This design comes from an exercise in tuning for small area, a short achievable clock period and few clock cycles per item on the open sky130 flow, not from production work.
In this exercise RTL edits were held to simulation tests only and were not proved equivalent to the original.
Power figures rest on the tool's default switching activity, not on a simulated workload.

`flow/flow/run.sh`:
```
#!/bin/bash
# The standard layout, with plain buf_1 cells as the port buffers (the
# resizer still upsizes them where timing needs it), a clock tree with no
# dummy loads, and timing repair aiming 5.4 ns below the clock period.
set -euo pipefail
export BUFFER_PORTS_ARGS="-buffer_cell sky130_fd_sc_hd__buf_1"
export CTS_ARGS="-sink_clustering_enable -repair_clock_nets -dont_use_dummy_load"
bash standard.sh SETUP_SLACK_MARGIN=5.4 finish > standard.log 2>&1
```
`flow/standard.sh`:
```
#!/bin/bash
# synth_recipe.tcl (not shown) runs the flow's synth.tcl, then flattens the netlist and writes it again
# the make line also repeats each setting of config.mk as NAME=value (left out here)
make -C /OpenROAD-flow-scripts/flow DESIGN_CONFIG=/design/flow/config.mk WORK_HOME=/design/flow/orfs CLKGATE_MAP_FILE= SYNTH_SCRIPT=/design/flow/synth_recipe.tcl "${@:-finish}"
```
`flow/config.mk`:
```
export PLATFORM = sky130hd
export DESIGN_NAME = bdgr_dec
export DESIGN_NICKNAME = bdgr_dec
export VERILOG_FILES = /design/flow/design.v
export SDC_FILE = /design/flow/constraint.sdc
export NUM_CORES = 4
export LEC_CHECK = 0
export ABC_AREA = 1
export CAP_MARGIN = 20
export CORE_MARGIN = 2
export CORE_UTILIZATION = 50
export SETUP_SLACK_MARGIN = 5
export SLEW_MARGIN = 20
export SYNTH_HIERARCHICAL = 1
export SYNTH_MINIMUM_KEEP_SIZE = 0
```
`flow/constraint.sdc`:
```
create_clock -name core_clock -period 12.0 [get_ports {clk}]
set_input_delay 2.4000 -clock core_clock [delete_from_list [all_inputs] [get_ports {clk}]]
set_output_delay 2.4000 -clock core_clock [all_outputs]
set_load 0.01 [all_outputs]
```
`flow/design.v`:
```
module bdgr_dec (
    input  wire        clk,
    input  wire        rst,
    input  wire        start,
    input  wire [15:0] width,
    input  wire [15:0] height,
    input  wire        pred_med,
    output wire        busy,
    output wire        mismatch,
    input  wire        in_valid,
    input  wire [63:0] in_word,
    output wire        in_ready,
    output wire        out_valid,
    output wire [7:0]  out_pix,
    output wire        out_last,
    input  wire        out_ready,
    input  wire [7:0]  up_pix
);
    localparam [2:0] S_IDLE = 3'd0, S_HDR = 3'd1, S_DEC = 3'd2, S_MISM = 3'd3,
                     S_FLUSH = 3'd4;
    reg [2:0]  state;
    reg        mism_r;
    reg        med_r;
    reg [15:0] w_r;
    reg [15:0] cx, cy;        
    reg        dfc, dfr;      
    reg [19:0] t_r;           
    reg [6:0]  q;             
    reg        pv;            
    reg [7:0]  pr;            
    reg [1:0]  pcls;          
    reg        plast;
    reg [7:0]  prev;          
    reg [7:0]  up_prev;       
    reg [2:0] k;              
    always @(*) begin
        if      (pr <= 8'd1)   k = 3'd0;
        else if (pr <= 8'd4)   k = 3'd1;
        else if (pr <= 8'd8)   k = 3'd2;
        else if (pr <= 8'd16)  k = 3'd3;
        else if (pr <= 8'd32)  k = 3'd4;
        else if (pr <= 8'd64)  k = 3'd5;
        else if (pr <= 8'd128) k = 3'd6;
        else                   k = 3'd7;
    end
    wire [6:0] qk = q + 7'd1 + {4'd0, k};     
    wire [6:0] qe = q + 7'd20;                
    reg [10:0] fit84, fit20;
    integer j;
    always @(*) begin
        for (j = 0; j <= 10; j = j + 1) begin
            fit84[j] = (qk <= 84 - j);
            fit20[j] = (qk <= 20 - j);
        end
    end
    wire esc84 = (q <= 7'd64);
    wire esc20 = (q == 7'd0);
    wire [83:0] s  = {in_word, t_r};
    wire [82:0] s6 = q[6] ? {s[82:20], s[83:64]} : s[82:0];
    wire [50:0] s5 = q[5] ? s6[82:32] : s6[50:0];
    wire [34:0] s4 = q[4] ? s5[50:16] : s5[34:0];
    wire [26:0] s3 = q[3] ? s4[34:8]  : s4[26:0];
    wire [22:0] s2 = q[2] ? s3[26:4]  : s3[22:0];
    wire [20:0] s1 = q[1] ? s2[22:2]  : s2[20:0];
    wire [19:0] win = q[0] ? s1[20:1] : s1[19:0];
    reg [3:0] z;              
    integer i;
    always @(*) begin
        z = 4'd11;
        for (i = 10; i >= 0; i = i - 1)
            if (win[i]) z = i[3:0];
    end
    wire esc = ~|win[10:0];
    wire [14:0] u3   = {win[15:11], z[3] ? win[18:9] : win[10:1]};
    wire [10:0] u2   = z[2] ? u3[14:4] : u3[10:0];
    wire [8:0]  u1   = z[1] ? u2[10:2] : u2[8:0];
    wire [7:0]  rest = z[0] ? u1[8:1]  : u1[7:0];
    wire [7:0]  m    = rest & ((8'd1 << k) - 8'd1);
    wire [14:0] rq   = ({11'd0, z} << k) | {7'd0, m};
    wire [7:0]  r    = esc ? win[19:12] : rq[7:0];
    wire have = in_valid ? (|(win[10:0] & fit84) | (esc & esc84))
                         : (|(win[10:0] & fit20) | (esc & esc20));
    wire last_col = (cx == 16'd1);
    wire last_row = (cy == 16'd1);
    wire last_sym = last_col & last_row;
    wire [7:0] v;
    bdgr_dec_pix u_pix (.pr(pr), .prev(prev), .up_pix(up_pix), .up_prev(up_prev),
                        .pcls(pcls), .v(v));
    wire flush_word = (q > 7'd20);            
    assign busy      = (state != S_IDLE);
    assign mismatch  = mism_r;
    assign in_ready  = ((state == S_DEC) & q[6]) | (state == S_MISM) |
                       ((state == S_FLUSH) & flush_word);
    assign out_valid = pv & ((state != S_FLUSH) | ~flush_word | in_valid);
    assign out_pix   = v;
    assign out_last  = plast;
    wire hdr_ok   = (in_word[15:0] == cx) & (in_word[31:16] == cy);
    wire dec_on   = (state == S_DEC) | ((state == S_HDR) & hdr_ok);
    wire take     = in_valid & in_ready;
    wire out_fire = out_valid & out_ready;
    wire dec_fire = dec_on & have & (~pv | out_ready);
    wire [6:0] qa = dec_fire ? (esc ? qe : qk + {3'd0, z}) : q;
    always @(posedge clk) begin
        if (rst) begin
            state  <= S_IDLE;
            mism_r <= 1'b0;
            pv     <= 1'b0;
        end else begin
            if (dec_fire) begin
                pv    <= 1'b1;
                pr    <= r;
                pcls  <= (~med_r | dfr) ? 2'd0 : (dfc ? 2'd1 : 2'd2);
                plast <= last_sym;
            end else if (out_fire) begin
                pv    <= 1'b0;
            end
            if (out_fire) begin
                prev    <= v;
                up_prev <= up_pix;
            end
            if (dec_fire) begin
                if (last_col) begin
                    cx  <= w_r;
                    cy  <= cy - 16'd1;
                    dfc <= 1'b1;
                    dfr <= 1'b0;
                end else begin
                    cx  <= cx - 16'd1;
                    dfc <= 1'b0;
                end
            end
            if ((state == S_DEC) | (state == S_HDR))
                q <= {qa[6] & ~take, qa[5:0]};
            else if (take)
                q <= 7'd0;
            if (take)
                t_r <= in_word[63:44];
            case (state)
                S_IDLE: begin
                    if (start) begin
                        state  <= S_HDR;
                        mism_r <= 1'b0;
                        med_r  <= pred_med;
                        w_r    <= width;
                        cx     <= width;
                        cy     <= height;
                        dfc    <= 1'b1;
                        dfr    <= 1'b1;
                        prev   <= 8'd0;
                        pr     <= 8'd255;
                        q      <= 7'd52;
                    end
                end
                S_HDR: begin
                    if (dec_fire & last_sym)
                        state <= S_FLUSH;
                    else if (in_valid)
                        state <= hdr_ok ? S_DEC : S_MISM;
                end
                S_MISM: begin
                    if (in_valid) begin
                        mism_r <= 1'b1;
                        state  <= S_IDLE;
                    end
                end
                S_DEC: begin
                    if (dec_fire & last_sym)
                        state <= S_FLUSH;
                end
                S_FLUSH: begin
                    if (out_fire & plast)
                        state <= S_IDLE;
                end
                default: state <= S_IDLE;
            endcase
        end
    end
endmodule
module bdgr_dec_pix (
    input  wire [7:0] pr,         
    input  wire [7:0] prev,       
    input  wire [7:0] up_pix,     
    input  wire [7:0] up_prev,    
    input  wire [1:0] pcls,       
    output wire [7:0] v
);
    wire [7:0] d  = pr[0] ? ~{1'b0, pr[7:1]} : {1'b0, pr[7:1]};    
    wire [7:0] na = prev;
    wire [7:0] nb = up_pix;
    wire [7:0] nc = up_prev;
    function [7:0] padd(input [7:0] a, input [7:0] b, input ci);
        reg [7:0] g, p, gg, pp;
        integer i, l;
        begin
            g = a & b;
            p = a ^ b;
            gg = g; pp = p;
            for (l = 1; l < 8; l = l * 2)
                for (i = 7; i >= l; i = i - 1) begin
                    gg[i] = gg[i] | (pp[i] & gg[i-l]);
                    pp[i] = pp[i] & pp[i-l];
                end
            padd[0] = p[0] ^ ci;
            for (i = 1; i < 8; i = i + 1)
                padd[i] = p[i] ^ (gg[i-1] | (pp[i-1] & ci));
        end
    endfunction
    wire [7:0] va = na + d;                   
    wire [7:0] cs = na ^ ~nc ^ d;             
    wire [7:0] cc = (na & ~nc) | (na & d) | (~nc & d);
    wire [7:0] e  = padd(cs, {cc[6:0], 1'b1}, 1'b0);
    wire [7:0] vb = padd(nb, d, 1'b0);        
    wire [7:0] vc = padd(nb, e, 1'b0);        
    function [1:0] cmp8(input [7:0] a, input [7:0] b);
        reg [7:0] l, q;
        reg [3:0] l2, q2;
        reg [1:0] l4, q4;
        integer i;
        begin
            l = ~a & b;
            q = ~(a ^ b);
            for (i = 0; i < 4; i = i + 1) begin
                l2[i] = l[2*i+1] | (q[2*i+1] & l[2*i]);
                q2[i] = q[2*i+1] & q[2*i];
            end
            for (i = 0; i < 2; i = i + 1) begin
                l4[i] = l2[2*i+1] | (q2[2*i+1] & l2[2*i]);
                q4[i] = q2[2*i+1] & q2[2*i];
            end
            cmp8 = {l4[1] | (q4[1] & l4[0]), q4[1] & q4[0]};
        end
    endfunction
    wire [1:0] cab = cmp8(na, nb);
    wire [1:0] ccb = cmp8(nc, nb);
    wire [1:0] cca = cmp8(nc, na);
    wire le_a   = ~cca[1];                    
    wire lt     = cab[1];                     
    wire c_lt_b = ccb[1];                     
    wire c_le_b = ccb[1] | ccb[0];            
    wire med    = pcls[1];
    wire sel_b  = (pcls == 2'd1) | (med & (le_a ^ lt));
    wire sel_c  = med & (le_a ? c_lt_b : ~c_le_b);
    wire sel_a  = ~sel_b & ~sel_c;
    assign v = ({8{sel_a}} & va) | ({8{sel_b}} & vb) | ({8{sel_c}} & vc);
endmodule
```
==> key figures, run 1 <==
Status
  – Outcome: no timing/DRC/antenna violations

Logic synthesis
  – Post-Synth Simple-Gate Area: around 36%
  – Ys flop type: edfxtp_1
  – Synth top area share: roughly a quarter
  – Post-synthesis adder-cell area fraction: 7.78%
  – Area leader, netlist: edfxtp_1
  – Synth area leaders: edfxtp_1, nand2_1, nand3_1, inv_1, ha_1
  – Post-synth top cells: nand2_1, inv_1, nand3_1
  – Ys Warns: 8
  – Post-synth EDFFs: 105
  – Synthesized flop and latch total: 110
  – Syn Area/Cell: ~6.5 sq um
  – Mapped Cells: between 1500 and 2000
  – Yosys cell types: 56
  – Xor and xnor fraction of the mapped netlist area: between 5 and 6%
  – Compound-Gate Fraction of Synth Area: between 10% and 20%
  – Net count after synthesis: 2135
  – Largest family of logic cells by synthesized area: simple AND/OR/NAND/NOR gates
  – Post-Syn Area: roughly 0.013 sq mm
  – Mux contribution to synthesized area: 0%
  – Most common cell in the netlist: nand2_1
  – Async set-reset flop share out of synthesis: 0%
  – Sequential fraction of the synthesis area: between 20% and 30%

Clock network
  – H-tree depth: 3
  – Clock buffer depth: 2
  – Clock net sink count: 110
  – Cell chosen for the clock root: clkbuf_16
  – CTS tree: built
  – Clk latency of the worst-skew pair: about 0.37 ns
  – CTS buffer count: 9
  – CTS clk-pin slew, worst paths: 0.07 ns

Timing
  – Slew @ Worst Pin: 0.905 ns
  – Fin crit share: approximately 54%
  – Fmax: about 0.15 GHz
  – Final hold vios: 0
  – WHS: approximately 0.49 ns
  – Clock Skew: between 0.04 and 0.05 ns
  – Max transition margin: between 30% and 40%
  – Max Slew Vio Count: 0
  – RSZ-0062 raised after global routing: true
  – Count of final setup violators: 0
  – Setup TNS: 0 ns
  – Final Critical Period: 6.45 ns

Routing
  – Drt via density: ~5.7
  – Pre-Repair DR Iteration Count: 9
  – Met3 wire len: about 3200 um
  – Vias: ~13000
  – Routed wire length: 42500 um
  – DRC Markers: 0
  – Routed Antenna Nets: 0
  – DRT met1 WL: slightly below 20000 um
  – Initial DRC count: 1527
  – Top sig layer: met4
  – WL met2: about 19000 um
  – Avg WL per Cell: ~18 um

GRT
  – GRT Total Usage: between 30% and 40%
  – Gr ovfl total: 0
  – Vias in the first global route: 11800
  – Largest net degree at the start of global routing: 65
  – Initial antenna violation count: 0
  – First-pass GRT wire length: between 60000 and 70000 um

Final layout
  – Nets: 2207
  – Layout area overhead: 7.43%
  – N_diodes: 0
  – Share of post-route cells with drive strength above 1: about 7.4%

Pwr
  – Leak: roughly 6.2 nW
  – Peak supply drop: between 0.15 and 0.2 mV
  – P per Cell Area: roughly 330 mW/mm^2

Critical path
  – CP Class: in -> out
  – Arrival @ worst endpoint: slightly above 4 ns
  – Crit end category: output port
  – CP startpoint kind: primary input
  – CP required: about 9.6 ns
  – CP Max Fanout: 5

Floorplanning
  – Initial Utilization: approximately 50%
  – Die Height: 163 um
  – Die W: ~160 um
  – Die Area: 0.0267 sq mm
  – # IOs: around 120
  – Num rows: between 50 and 60
  – Core Area: ~0.025 sq mm

Placement
  – Gpl congestion: approximately 0.95
  – Post-DP HPWL: between 30000 and 40000 um
  – Port Buffers: between 100 and 150

Flow run
  – Maxcap violations: 0

Worst hold path
  – Min-delay worst type: reg -> reg
[Yosys stat by module, one instance, submodules excluded]
module	cell area, sq um	cells inside	flip-flops and latches
bdgr_dec	10400	1584	110
bdgr_dec_pix	2320	368	0
[kinds of logic after synthesis]
logic type	count (synthesis)
buffers and inverters	324
AND/OR/NAND/NOR	1065
XOR/XNOR	71
AO/OA/AOI/OAI	309
flip-flops	110
adder cells (fa/ha/maj)	73
[cells in the final DEF (no fill, tap or decap), types with 9 or more instances in the layout]
master / instances
a21oi_1: 74
a31oi_1: 10
buf_1: 108
buf_4: 19
clkbuf_16: 9
edfxtp_1: 105
ha_1: 60
inv_1: 223
inv_2: 18
nand2_1: 595
nand2_2: 22
nand3_1: 207
nand3_2: 9
nand4_1: 38
nor2_1: 127
nor3_1: 16
nor4_1: 9
o2111ai_1: 10
o211ai_1: 36
o21ai_0: 94
o21ai_1: 51
or2_2: 16
xnor2_1: 31
xor2_1: 34
[repair_timing]
item	4_1_cts	5_1_grt
cloned	0	1
endpoints found under the hold margin	0	0
gates resized for setup	9	34
endpoints found under the setup margin	8	8
hold buffers	0	0
buffers inserted	4	2
pin swaps	1	4
[layer usage]
| metal | up-vias | GRT usage, % |
|---|---|---|
| met2 | 573 | 48.5 |
| li1 | 6606 | - |
| met3 | 58 | 3.58 |
| met5 | - | 0 |
| met1 | 6054 | 47.2 |
| met4 | 0 | 7.32 |
[worst max-delay path, stage by stage]
cell and delay (ns):
buf_4 0.12, ha_2 0.18, inv_1 0.05, fa_2 0.34, inv_1 0.06, nand3_1 0.08, nand2_1 0.08, nand2_1 0.06
nand2_1 0.06, a21oi_1 0.06, and2_1 0.15, o21ai_2 0.13, nand3_2 0.13, buf_6 0.15
[power breakdown]
group	switching, mW	internal, mW
clock network	0.143	0.134
registers	0.128	0.557
logic	2.33	1.15
[per-stage QoR]
stage | cells | setup slack [ns] | area, sq um | power [mW] | util [%]
4_1_cts | 2349 | 5.42 | 13500 | 4.33 | 53.9
6_report | 2352 | 5.55 | 13700 | 4.44 | 54.5
3_3_place_gp | 2336 | 5.23 | 13200 | 4.01 | 52.8
2_1_floorplan | 1952 | 5.86 | 12700 | 3.21 | -
3_5_place_dp | 2336 | 5.17 | 13200 | 4.03 | 52.8
5_1_grt | 2352 | 5.35 | 13700 | 4.89 | 54.5
[worst paths after layout]
check | start | endpoint | slack, ns | depth (start not counted)
setup / recovery | up_pix[0] | out_pix[6] | 5.55 | 14
setup reg to reg | pr[1] | cy[0] | 6.65 | 31
hold reg to reg | pv | pv | 0.49 | 2
hold / removal | pv | pv | 0.49 | 2
[area by class of cell]
type,instances,area [sq um]
fillers,2625,11400
multi-input cells,1519,8220
flip-flops and latches,110,3250
inverters,244,926
repair buffers,140,619
well taps,330,413
clock buffers,9,225
[state kept, by name, summed over array words and instances, names as in the netlist, 7 cells and up]
| register | count |
|---|---|
| cy | 16 |
| prev | 8 |
| pr | 8 |
| cx | 16 |
| up_prev | 8 |
| w_r | 16 |
| t_r | 20 |
| q | 7 |
Testbench counts, summed over its fixed seeds: cycles 34,277, items 34,030.
==> run 2, diff against run 1 <==
--- a/flow/config.mk
+++ b/flow/config.mk
@@ -8,7 +8,7 @@
 export ABC_AREA = 1
 export CAP_MARGIN = 20
 export CORE_MARGIN = 2
-export CORE_UTILIZATION = 50
+export CORE_UTILIZATION = 40
 export SETUP_SLACK_MARGIN = 5
 export SLEW_MARGIN = 20
 export SYNTH_HIERARCHICAL = 1
==> run 2 against run 1 <==
  * Still clean
  * Combinational power is 1% lower
  * Utilization down 11 points
  * Sequential power hardly changed
  * Area after synthesis is the same
  * Global-route usage fell by 4.8 points
  * Critical endpoint is now out_pix[1]
==> key figures, run 2 <==
Status
  – Outcome: no timing/DRC/antenna violations

Clock network
  – CTS tree: built
  – Cell chosen for the clock root: clkbuf_16
  – Clk latency of the worst-skew pair: 0.39 ns (+0.02 ns)
  – CTS clk-pin slew, worst paths: 0.06 ns (about the same)
  – Clock buffer depth: 2 (unchanged)
  – CTS buffer count: 9 (unchanged)
  – Clock net sink count: 110 (unchanged)
  – H-tree depth: 3 (unchanged)

Floorplanning
  – # IOs: 123 (unchanged)
  – Die Area: 0.0332 sq mm (+24%)
  – Initial Utilization: 40.5% (-10 points)
  – Num rows: 65 (+12%)
  – Core Area: 0.0314 sq mm (+25%)
  – Die W: 182 um (+12%)
  – Die Height: 182 um (+12%)

Logic synthesis
  – Ys flop type: edfxtp_1
  – Synth top area share: 24.8% (unchanged)
  – Post-synth EDFFs: 105 (unchanged)
  – Mapped Cells: 1952 (unchanged)
  – Most common cell in the netlist: nand2_1
  – Async set-reset flop share out of synthesis: 0% (unchanged)
  – Syn Area/Cell: 6.51 sq um (unchanged)
  – Post-synth top cells: nand2_1, inv_1, nand3_1
  – Post-Syn Area: 0.0127 sq mm (unchanged)
  – Net count after synthesis: 2135 (unchanged)
  – Ys Warns: 8 (unchanged)
  – Area leader, netlist: edfxtp_1
  – Yosys cell types: 56 (unchanged)
  – Synth area leaders: edfxtp_1, nand2_1, nand3_1, inv_1, ha_1
  – Sequential fraction of the synthesis area: 25.6% (unchanged)
  – Synthesized flop and latch total: 110 (unchanged)

Pwr
  – Peak supply drop: 0.161 mV (-17%)
  – Leak: 6.17 nW (-0.90%)
  – P per Cell Area: 323 mW/mm^2 (-0.77%)

Timing
  – Worst setup margin: 5.52 ns (-0.0285 ns)
  – Count of final setup violators: 0 (unchanged)
  – Max Slew Vio Count: 0 (unchanged)
  – Final hold vios: 0 (unchanged)
  – Final Critical Period: 6.48 ns (+0.0285 ns)
  – Fmax: 0.154 GHz (-0.44%)
  – Slew @ Worst Pin: 0.934 ns (+0.0291 ns)
  – Clock Skew: 0.0363 ns (-0.00573 ns)
  – Setup TNS: 0 ns (unchanged)
  – Fin crit share: 54.0% (+0.24 points)
  – RSZ-0062 raised after global routing: true
  – Max transition margin: 37.7% (-1.9 points)

GRT
  – GR Util met2: 42.9% (-5.6 points)
  – Met3 Usage GRT: 4.21% (+0.63 points)
  – Initial antenna violation count: 0 (unchanged)
  – Largest net degree at the start of global routing: 65 (unchanged)
  – Met1 Use GR: 36.3% (-11 points)
  – Vias in the first global route: 12400 (+5.5%)
  – GRT Total Usage: 26.7% (-4.8 points)
  – Gr ovfl total: 0 (unchanged)
  – Gr busiest metal: met2
  – First-pass GRT wire length: 69000 um (+5.4%)

Flow run
  – Maxcap violations: 0 (unchanged)

Critical path
  – Setup crit start: up_pix[7]
  – CP Class: in -> out
  – R2R setup slack: 6.55 ns (-0.10 ns)
  – Reg2Reg Launch Point: pr[0]
  – Worst R2R End: cy[0]
  – Crit end category: output port
  – FF-to-FF path depth: 34 (+9.7%)
  – CP required: 9.60 ns (about the same)
  – Arrival @ worst endpoint: 4.08 ns (+0.03 ns)
  – CP startpoint kind: primary input
  – CP Max Fanout: 6 (+1)

Final layout
  – Most common cell after layout, fill and taps aside: nand2_1
  – Max reg flops: 20 (unchanged)
  – Layout area overhead: 7.38% (about the same)
  – Nets: 2202 (-0.23%)
  – Most flop-heavy register: t_r
  – Most frequent cells in the layout: nand2_1, inv_1, nand3_1
  – FILL cells: 3422 (+30%)
  – N_diodes: 0 (unchanged)
  – Share of post-route cells with drive strength above 1: 6.45% (-0.92 points)

Worst hold path
  – Min-delay src: pv
  – Min-delay worst type: reg -> reg
  – Hold path depth: 2 (unchanged)
  – Hold EP: pv

Placement
  – Pre-CTS WS: 5.16 ns (-0.0118 ns)
  – Port Buffers: 122 (unchanged)
  – Gpl congestion: 0.957 (+0.73%)
  – Post-DP HPWL: 34600 um (+5.9%)

Routing
  – Drt via density: 5.54 (-1.9%)
  – Avg WL per Cell: 18.5 um (+2.3%)
  – Routed Antenna Nets: 0 (unchanged)
  – Routed wire length: 44700 um (+5.2%)
  – DRC Markers: 0 (unchanged)
  – Vias: 13400 (+0.91%)
  – Pre-Repair DR Iteration Count: 7 (-2)
  – Initial DRC count: 1078 (-29%)
-- run 2: cell counts after synthesis --
Identical to the previous run, type by type.
-- run 2: timing repair --
| item | in CTS | in global routing |
|---|---|---|
| endpoints found under the setup margin | 8 | 8 |
| gates cloned | 0 | 1 |
| resized for setup | 9 | 18 |
| hold buffers | 0 | 0 |
| pin swaps | 0 | 3 |
| setup buffers | 4 | 0 |
-- run 2: worst max-delay path by stage --
stage	end	slack [ns]
3_3_place_gp	out_pix[6]	5.22
6_report	out_pix[1]	5.52
3_5_place_dp	out_pix[6]	5.16
4_1_cts	out_pix[6]	5.44
5_1_grt	out_pix[5]	5.39
2_1_floorplan	out_pix[6]	5.86
-- run 2: routing by layer --
metal  wire length [um]  vias to the layer above
met5                  0                        -
met4               1510                        0
met3               3220                       77
met2              20000                      493
met1              19900                     6235
li1                   -                     6607
-- run 2: power by group --
group / internal (mW) / switching, mW / total, mW
sequential: 0.557 / 0.131 / 0.688
combinational: 1.13 / 2.31 / 3.44
clock: 0.133 / 0.144 / 0.277
total: 1.82 / 2.59 / 4.41
-- run 2: cells by family (layout without fill, tap and decap cells) --
logic type,Yosys count,in the layout,synth area share (%)
and+or+nand+nor,1065,1066,36.4
buffers and inverters,324,388,10.8
AOI/OAI and AO/OA,309,309,14.3
DFF,110,110,25.6
adders and majority gates,73,73,7.78
xor gates and xnor gates,71,71,5.10
-- run 2: layout make-up --
class | count | area [sq um] | share of cell area, %
Multi-Input combinational cell | 1519 | 8170 | 59.9
Sequential cell | 110 | 3250 | 23.8
Inverter | 244 | 923 | 6.77
Timing Repair Buffer | 135 | 569 | 4.17
Tap cell | 402 | 503 | 3.69
Clock buffer | 9 | 225 | 1.65
-- run 2: worst max-delay path, cell delays in order --
cell	delay (ns)
buf_2	0.17
ha_1	0.32
nand2_1	0.08
inv_1	0.04
nand2_1	0.05
nand2_1	0.06
nand3b_1	0.17
nand2_2	0.13
nand3_4	0.14
or2_0	0.24
nand3_1	0.11
buf_1	0.16
-- run 2: modules after synthesis (local to each module, per instance) --
| module | cells inside | flip-flops and latches | area, sq um | copies in the design |
|---|---|---|---|---|
| bdgr_dec | 1584 | 110 | 10400 | 1 |
| bdgr_dec_pix | 368 | 0 | 2320 | 1 |
-- run 2: metrics by stage --
| step | power (mW) | area, sq um | instances | utilization, % | hold slack (ns) |
|---|---|---|---|---|---|
| after floorplan | 3.21 | 12700 | 1952 | - | 0.455 |
| after global placement | 4.05 | 13300 | 2405 | 42.3 | 0.470 |
| after detailed placement | 4.04 | 13300 | 2405 | 42.3 | 0.484 |
| after CTS | 4.34 | 13600 | 2418 | 43.2 | 0.494 |
| after global routing | 4.86 | 13600 | 2419 | 43.5 | 0.514 |
| final | 4.41 | 13600 | 2419 | 43.5 | 0.489 |

what the ideal ports hide:
In the flow no input, the clock included, has a driving cell. The finished layouts below were timed again as built, in two steps. Step 1: set_driving_cell puts a clkbuf_16 on clk and a buf_2 on each other input, an assumption about the parent block. Step 2, shift: input delay + t, output delay - t, t = (earliest + latest rising clock arrival at the registers) / 2. This alone moves slack from input paths to output paths. Slacks: ideal ports / drivers / drivers and shift; pairs: ideal ports / drivers.
run | t (ns) | setup WS [ns] | worst setup path after step 2
run 1 | 0.402 | 5.545 / 5.503 / 5.476 | input to register
run 2 | 0.428 | 5.517 / 5.496 / 5.496 | input to output
After both steps setup and hold are still met in every run listed. For run 1, which loses most, drivers alone change the setup slack by -0.042 ns; drivers and shift together by -0.069 ns.
